Context: an optimization exercise on an open-source flow, tuned for small area, a short achievable clock period and few clock cycles. The choices shown serve that exercise and are no tape-out recipe. RTL that was checked went through simulation tests only; none was proved equivalent to the original. Power and IR drop assume default switching activity.

==> flow/design.v <==
module x86rs_mmu #(
    parameter NT = 8,       
    parameter N2 = 8        
) (
    input  wire        clk,
    input  wire        rst,             
    input  wire        req_valid,
    output reg         req_ready,
    input  wire [1:0]  req_op,          
    input  wire [1:0]  req_kind,        
    input  wire        req_user,        
    input  wire [63:0] req_opa,
    output reg         resp_valid,
    output reg  [1:0]  resp_status,     
    output wire [51:0] resp_pa,
    output reg         mem_req,
    output wire [51:3] mem_addr,
    input  wire        mem_gnt,
    input  wire        mem_rvalid,
    input  wire [63:0] mem_rdata
);
    localparam OP_TRANSLATE = 2'd0;
    localparam OP_WRROOT    = 2'd1;
    localparam OP_INVPG     = 2'd2;
    localparam KIND_FETCH = 2'd0;
    localparam KIND_WRITE = 2'd2;
    localparam RS_OK = 2'd0;
    localparam RS_PF = 2'd1;
    localparam RS_GP = 2'd2;
    localparam IT = (NT > 1) ? $clog2(NT) : 1;
    localparam I2 = (N2 > 1) ? $clog2(N2) : 1;
    function permits;
        input w, u, x;
        input [1:0] kind;
        input user;
        begin
            permits = 1'b1;
            if (user && !u) permits = 1'b0;
            if (kind == KIND_WRITE && !w) permits = 1'b0;
            if (kind == KIND_FETCH && !x) permits = 1'b0;
        end
    endfunction
    reg  [51:12] root;
    reg  [51:12] fb;                    
    reg  [11:0]  off;                   
    reg  [8:0]   ridx;                  
    assign resp_pa  = {fb, off};
    assign mem_addr = {fb, ridx};
    reg          look;                  
    reg          mwait;                 
    reg  [1:0]   level;                 
    reg          pw, pu, px;            
    reg  [1:0]   c_kind;
    reg          c_user;
    reg  [51:12] c_la;                  
    reg          c_inv;                 
    reg          c_wrroot;              
    reg          c_canon;               
    reg  [NT-1:0] c_tfill;              
    reg          t_act;                 
    reg          p_act;                 
    reg  [NT-1:0] c_tidxv;              
    reg  [NT-1:0] u_thitv;              
    reg  [N2-1:0] u_phitv;              
    reg  [N2-1:0] c_phitv;              
    reg  [N2-1:0] c_pfill;              
    reg  [I2-1:0] c_pidx;               
    reg          p2_v    [0:N2-1];
    reg  [47:21] p2_tag  [0:N2-1];
    reg  [51:12] p2_base [0:N2-1];
    reg          p2_w    [0:N2-1];
    reg          p2_u    [0:N2-1];
    reg          p2_x    [0:N2-1];
    reg  [N2-1:0] p_ref;                
    reg          tlb_v   [0:NT-1];
    reg  [I2-1:0] tlb_ptr [0:NT-1];     
    reg  [20:12] tlb_idx [0:NT-1];
    reg  [51:12] tlb_pfn [0:NT-1];     
    reg          tlb_w   [0:NT-1];
    reg          tlb_u   [0:NT-1];
    reg          tlb_x   [0:NT-1];
    reg  [NT-1:0] t_ref;                
    wire req_canonical = (req_opa[63:47] == {17{1'b0}}) || (req_opa[63:47] == {17{1'b1}});
    reg  [N2-1:0] p_hitv;
    reg  [NT-1:0] t_idxv;
    integer       i;
    always @* begin
        for (i = 0; i < N2; i = i + 1)
            p_hitv[i] = p2_tag[i] == req_opa[47:21];
        for (i = 0; i < NT; i = i + 1)
            t_idxv[i] = tlb_idx[i] == req_opa[20:12];
    end
    reg  [NT-1:0] c_thitv;
    always @*
        for (i = 0; i < NT; i = i + 1)
            c_thitv[i] = c_tidxv[i] && c_phitv[tlb_ptr[i]];
    reg  [NT-1:0] l_thitv;
    reg  [N2-1:0] l_phitv;
    reg  [I2-1:0] l_pidx;
    reg  [51:12]  t_pfn;
    reg           t_w, t_u, t_x;
    reg  [51:12]  p_base;
    reg           p_w, p_u, p_x;
    reg  [IT-1:0] t_vict;
    reg  [N2-1:0] p_vict;
    reg  [I2-1:0] p_vidx;
    always @* begin
        for (i = 0; i < NT; i = i + 1) l_thitv[i] = c_thitv[i] && tlb_v[i];
        for (i = 0; i < N2; i = i + 1) l_phitv[i] = c_phitv[i] && p2_v[i];
        t_pfn = 40'd0; t_w = 1'b0; t_u = 1'b0; t_x = 1'b0;
        for (i = 0; i < NT; i = i + 1)
            if (l_thitv[i]) begin
                t_pfn = t_pfn | tlb_pfn[i];
                t_w = t_w | tlb_w[i];
                t_u = t_u | tlb_u[i];
                t_x = t_x | tlb_x[i];
            end
        p_base = 40'd0; p_w = 1'b0; p_u = 1'b0; p_x = 1'b0;
        l_pidx = {I2{1'b0}};
        for (i = 0; i < N2; i = i + 1)
            if (l_phitv[i]) begin
                l_pidx = l_pidx | i[I2-1:0];
                p_base = p_base | p2_base[i];
                p_w = p_w | p2_w[i];
                p_u = p_u | p2_u[i];
                p_x = p_x | p2_x[i];
            end
        t_vict = {IT{1'b0}};
        for (i = NT - 1; i >= 0; i = i - 1)
            if (!(tlb_v[i] && t_ref[i])) t_vict = i[IT-1:0];
        p_vict = {N2{1'b0}};
        p_vidx = {I2{1'b0}};
        for (i = N2 - 1; i >= 0; i = i - 1)
            if (!(p2_v[i] && p_ref[i])) begin
                p_vict = {{(N2-1){1'b0}}, 1'b1} << i;
                p_vidx = i[I2-1:0];
            end
    end
    wire t_hit = |l_thitv;
    wire p_hit = |l_phitv;
    reg [8:0] nidx;
    always @* begin
        case (level)
            2'd3:    nidx = c_la[38:30];
            2'd2:    nidx = c_la[29:21];
            default: nidx = c_la[20:12];
        endcase
    end
    wire nw = pw & mem_rdata[1];
    wire nu = pu & mem_rdata[2];
    wire nx = px & ~mem_rdata[63];
    wire [NT-1:0] t_vict1 = {{(NT-1){1'b0}}, 1'b1} << t_vict;
    always @(posedge clk) begin
        c_tidxv <= t_idxv;
        c_phitv <= p_hitv;
        if (req_ready) begin
            c_kind  <= req_kind;
            c_user  <= req_user;
            c_la    <= req_opa[51:12];
            c_canon <= req_canonical;
            off     <= req_opa[11:0];
        end
        if (look) begin
            c_tfill <= t_vict1;
            c_pidx  <= p_hit ? l_pidx : p_vidx;
            c_pfill <= p_hit ? l_phitv : p_vict;
            fb <= t_pfn ^ (p_hit ? p_base : root);
            if (p_hit) begin
                level <= 2'd0;
                ridx  <= c_la[20:12];
                pw <= p_w; pu <= p_u; px <= p_x;
            end else begin
                level <= 2'd3;
                ridx  <= c_la[47:39];
                pw <= 1'b1; pu <= 1'b1; px <= 1'b1;
            end
        end
        if (mwait)
            ridx <= nidx;
        if (mwait && mem_rvalid)
            fb <= mem_rdata[51:12];
        if (mwait && mem_rvalid) begin
            pw    <= nw;
            pu    <= nu;
            px    <= nx;
            if (level != 2'd0) level <= level - 2'd1;
        end
        for (i = 0; i < NT; i = i + 1)
            if (t_act && c_tfill[i]) begin
                tlb_ptr[i] <= c_pidx;
                tlb_idx[i] <= c_la[20:12];
                tlb_pfn[i] <= mem_rdata[51:12] ^ fb;
                tlb_w[i]   <= nw;
                tlb_u[i]   <= nu;
                tlb_x[i]   <= nx;
            end
        for (i = 0; i < N2; i = i + 1)
            if (p_act && c_pfill[i]) begin
                p2_tag[i]  <= c_la[47:21];
                p2_base[i] <= mem_rdata[51:12];
                p2_w[i]    <= nw;
                p2_u[i]    <= nu;
                p2_x[i]    <= nx;
            end
    end
    always @(posedge clk) begin
        resp_valid <= 1'b0;
        look       <= 1'b0;
        c_inv      <= 1'b0;
        c_wrroot   <= 1'b0;
        if (rst) begin
            req_ready <= 1'b1;
            mem_req   <= 1'b0;
            mwait     <= 1'b0;
            t_act     <= 1'b0;
            p_act     <= 1'b0;
            root      <= 40'd0;
            t_ref     <= {NT{1'b0}};
            p_ref     <= {N2{1'b0}};
            u_thitv   <= {NT{1'b0}};
            u_phitv   <= {N2{1'b0}};
            for (i = 0; i < NT; i = i + 1) tlb_v[i] <= 1'b0;
            for (i = 0; i < N2; i = i + 1) p2_v[i] <= 1'b0;
        end else begin
            if (req_ready && req_valid) begin
                case (req_op)
                    OP_WRROOT: begin
                        resp_valid <= 1'b1;
                        if (req_user) begin
                            resp_status <= RS_GP;
                        end else begin
                            resp_status <= RS_OK;
                            c_wrroot    <= 1'b1;
                        end
                    end
                    OP_INVPG: begin
                        resp_valid <= 1'b1;
                        if (req_user) begin
                            resp_status <= RS_GP;
                        end else begin
                            resp_status <= RS_OK;
                            c_inv       <= 1'b1;
                        end
                    end
                    default: begin
                        req_ready <= 1'b0;
                        look      <= 1'b1;
                    end
                endcase
            end
            if (c_wrroot) begin
                root <= c_la;
                for (i = 0; i < NT; i = i + 1) tlb_v[i] <= 1'b0;
                for (i = 0; i < N2; i = i + 1) p2_v[i] <= 1'b0;
            end
            if (|u_thitv)
                t_ref <= ((t_ref | u_thitv) == {NT{1'b1}}) ? u_thitv : (t_ref | u_thitv);
            if (|u_phitv)
                p_ref <= ((p_ref | u_phitv) == {N2{1'b1}}) ? u_phitv : (p_ref | u_phitv);
            u_thitv <= (look && c_canon) ? l_thitv : {NT{1'b0}};
            u_phitv <= (look && c_canon) ? l_phitv : {N2{1'b0}};
            if (c_inv && c_canon)
                for (i = 0; i < NT; i = i + 1)
                    if (c_thitv[i]) tlb_v[i] <= 1'b0;
            if (look) begin
                if (!c_canon) begin
                    resp_valid  <= 1'b1;
                    req_ready   <= 1'b1;
                    resp_status <= RS_PF;
                end else if (t_hit) begin
                    resp_valid  <= 1'b1;
                    req_ready   <= 1'b1;
                    resp_status <= permits(t_w, t_u, t_x, c_kind, c_user) ? RS_OK : RS_PF;
                end else begin
                    mem_req <= 1'b1;
                    t_act   <= p_hit;
                end
            end
            if (mem_req && mem_gnt) begin
                mem_req <= 1'b0;
                mwait   <= 1'b1;
            end
            if (mwait && mem_rvalid) begin
                mwait <= 1'b0;
                t_act <= level == 2'd1 && mem_rdata[0];
                p_act <= level == 2'd2 && mem_rdata[0];
                if (!mem_rdata[0]) begin
                    resp_valid  <= 1'b1;
                    resp_status <= RS_PF;
                    req_ready   <= 1'b1;
                end else if (level != 2'd0) begin
                    mem_req <= 1'b1;
                end else begin
                    resp_valid  <= 1'b1;
                    req_ready   <= 1'b1;
                    resp_status <= permits(nw, nu, nx, c_kind, c_user) ? RS_OK : RS_PF;
                    u_thitv     <= c_tfill;
                end
                if (level == 2'd0)
                    for (i = 0; i < NT; i = i + 1)
                        if (c_tfill[i]) tlb_v[i] <= mem_rdata[0];
                if (level == 2'd1) begin
                    for (i = 0; i < N2; i = i + 1)
                        if (c_pfill[i]) p2_v[i] <= mem_rdata[0];
                    for (i = 0; i < NT; i = i + 1)
                        if (tlb_ptr[i] == c_pidx) tlb_v[i] <= 1'b0;
                    if (mem_rdata[0])
                        u_phitv <= c_pfill;
                end
            end
        end
    end
endmodule
Settings: LEC_CHECK=0, ABC_CLOCK_PERIOD_IN_PS=3000, CAP_MARGIN=20, CORE_MARGIN=2, CORE_UTILIZATION=55, CTS_CLUSTER_DIAMETER=60, CTS_CLUSTER_SIZE=24, PLACE_DENSITY=0.7, SETUP_SLACK_MARGIN=5, SLEW_MARGIN=20; clock period 8.0 ns.
run.sh (not shown) runs the stock make flow with config.mk's settings and CLKGATE_MAP_FILE= SYNTH_SCRIPT=/design/flow/synth_recipe.tcl, a recipe that flattens the netlist after the stock synthesis.
The baseline finished with timing, DRC and antenna clean.
Testbench counts at the start, summed over its fixed seeds: cycles 180,076.
Then changed:
--- a/flow/design.v
+++ b/flow/design.v
@@ -59,13 +59,15 @@
     reg  [NT-1:0] c_tfill;              
     reg          t_act;                 
     reg          p_act;                 
     reg  [NT-1:0] c_tidxv;              
     reg  [NT-1:0] u_thitv;              
     reg  [N2-1:0] u_phitv;              
-    reg  [N2-1:0] c_phitv;              
+    reg  [N2-1:0] c_phith;              
+    reg  [N2-1:0] c_phitl;              
+    wire [N2-1:0] c_phitv = c_phith & c_phitl;
     reg  [N2-1:0] c_pfill;              
     reg  [I2-1:0] c_pidx;               
     reg          p2_v    [0:N2-1];
     reg  [47:21] p2_tag  [0:N2-1];
     reg  [51:12] p2_base [0:N2-1];
     reg          p2_w    [0:N2-1];
@@ -78,18 +80,20 @@
     reg  [51:12] tlb_pfn [0:NT-1];     
     reg          tlb_w   [0:NT-1];
     reg          tlb_u   [0:NT-1];
     reg          tlb_x   [0:NT-1];
     reg  [NT-1:0] t_ref;                
     wire req_canonical = (req_opa[63:47] == {17{1'b0}}) || (req_opa[63:47] == {17{1'b1}});
-    reg  [N2-1:0] p_hitv;
+    reg  [N2-1:0] p_hith, p_hitl;
     reg  [NT-1:0] t_idxv;
     integer       i;
     always @* begin
-        for (i = 0; i < N2; i = i + 1)
-            p_hitv[i] = p2_tag[i] == req_opa[47:21];
+        for (i = 0; i < N2; i = i + 1) begin
+            p_hith[i] = p2_tag[i][47:34] == req_opa[47:34];
+            p_hitl[i] = p2_tag[i][33:21] == req_opa[33:21];
+        end
         for (i = 0; i < NT; i = i + 1)
             t_idxv[i] = tlb_idx[i] == req_opa[20:12];
     end
     reg  [NT-1:0] c_thitv;
     always @*
         for (i = 0; i < NT; i = i + 1)
@@ -149,13 +153,14 @@
     wire nw = pw & mem_rdata[1];
     wire nu = pu & mem_rdata[2];
     wire nx = px & ~mem_rdata[63];
     wire [NT-1:0] t_vict1 = {{(NT-1){1'b0}}, 1'b1} << t_vict;
     always @(posedge clk) begin
         c_tidxv <= t_idxv;
-        c_phitv <= p_hitv;
+        c_phith <= p_hith;
+        c_phitl <= p_hitl;
         if (req_ready) begin
             c_kind  <= req_kind;
             c_user  <= req_user;
             c_la    <= req_opa[51:12];
             c_canon <= req_canonical;
             off     <= req_opa[11:0];
What happened: The new run ran to the end with no violations. Power went up by 3.2%. Clock skew is about the same. Setup slack degrades by 0.010 ns. Design area went up by 0.55%. Fmax went down by about 0.33%. Synthesized area went up by about 0.56%. Sequential power went up by about 0.5%. Routed wire length went down by about 0.4%. Die area went up by about 0.55%. Critical path depth does not change. Global-route usage went down by 0.48 points. Clock-buffer cell count went up by 2.
No functional check of the RTL was part of the second run of this note.

[separate check: timing with driven ports]
How much do the figures lean on ideal ports? The routed layouts below were timed once more, with nothing changed but the port constraints.
Step 1 sets driving cells, clkbuf_16 on the clock port and buf_2 on the other inputs (assumed; they add their load-dependent delay and slew).
Step 2 adds t to the input delays and takes it off the output delays; t is the mean of the earliest and latest rising clock arrival at the registers after step 1. Input paths then give back, and output paths get back, about the clock's delay inside the block.
Slacks: ideal ports / drivers / drivers and shift; pairs: ideal ports / drivers.
run | shift t [ns] | setup slack, ns | worst slew at a driven data input, ns
the first run | 0.722 | 4.911 / 4.841 / 4.309 | 0.14
the second run | 0.740 | 4.900 / 4.831 / 4.328 | 0.09
After both steps setup and hold are still met in every run listed. For the first run, which loses most, drivers alone change the setup slack by -0.070 ns; drivers and shift together by -0.602 ns.
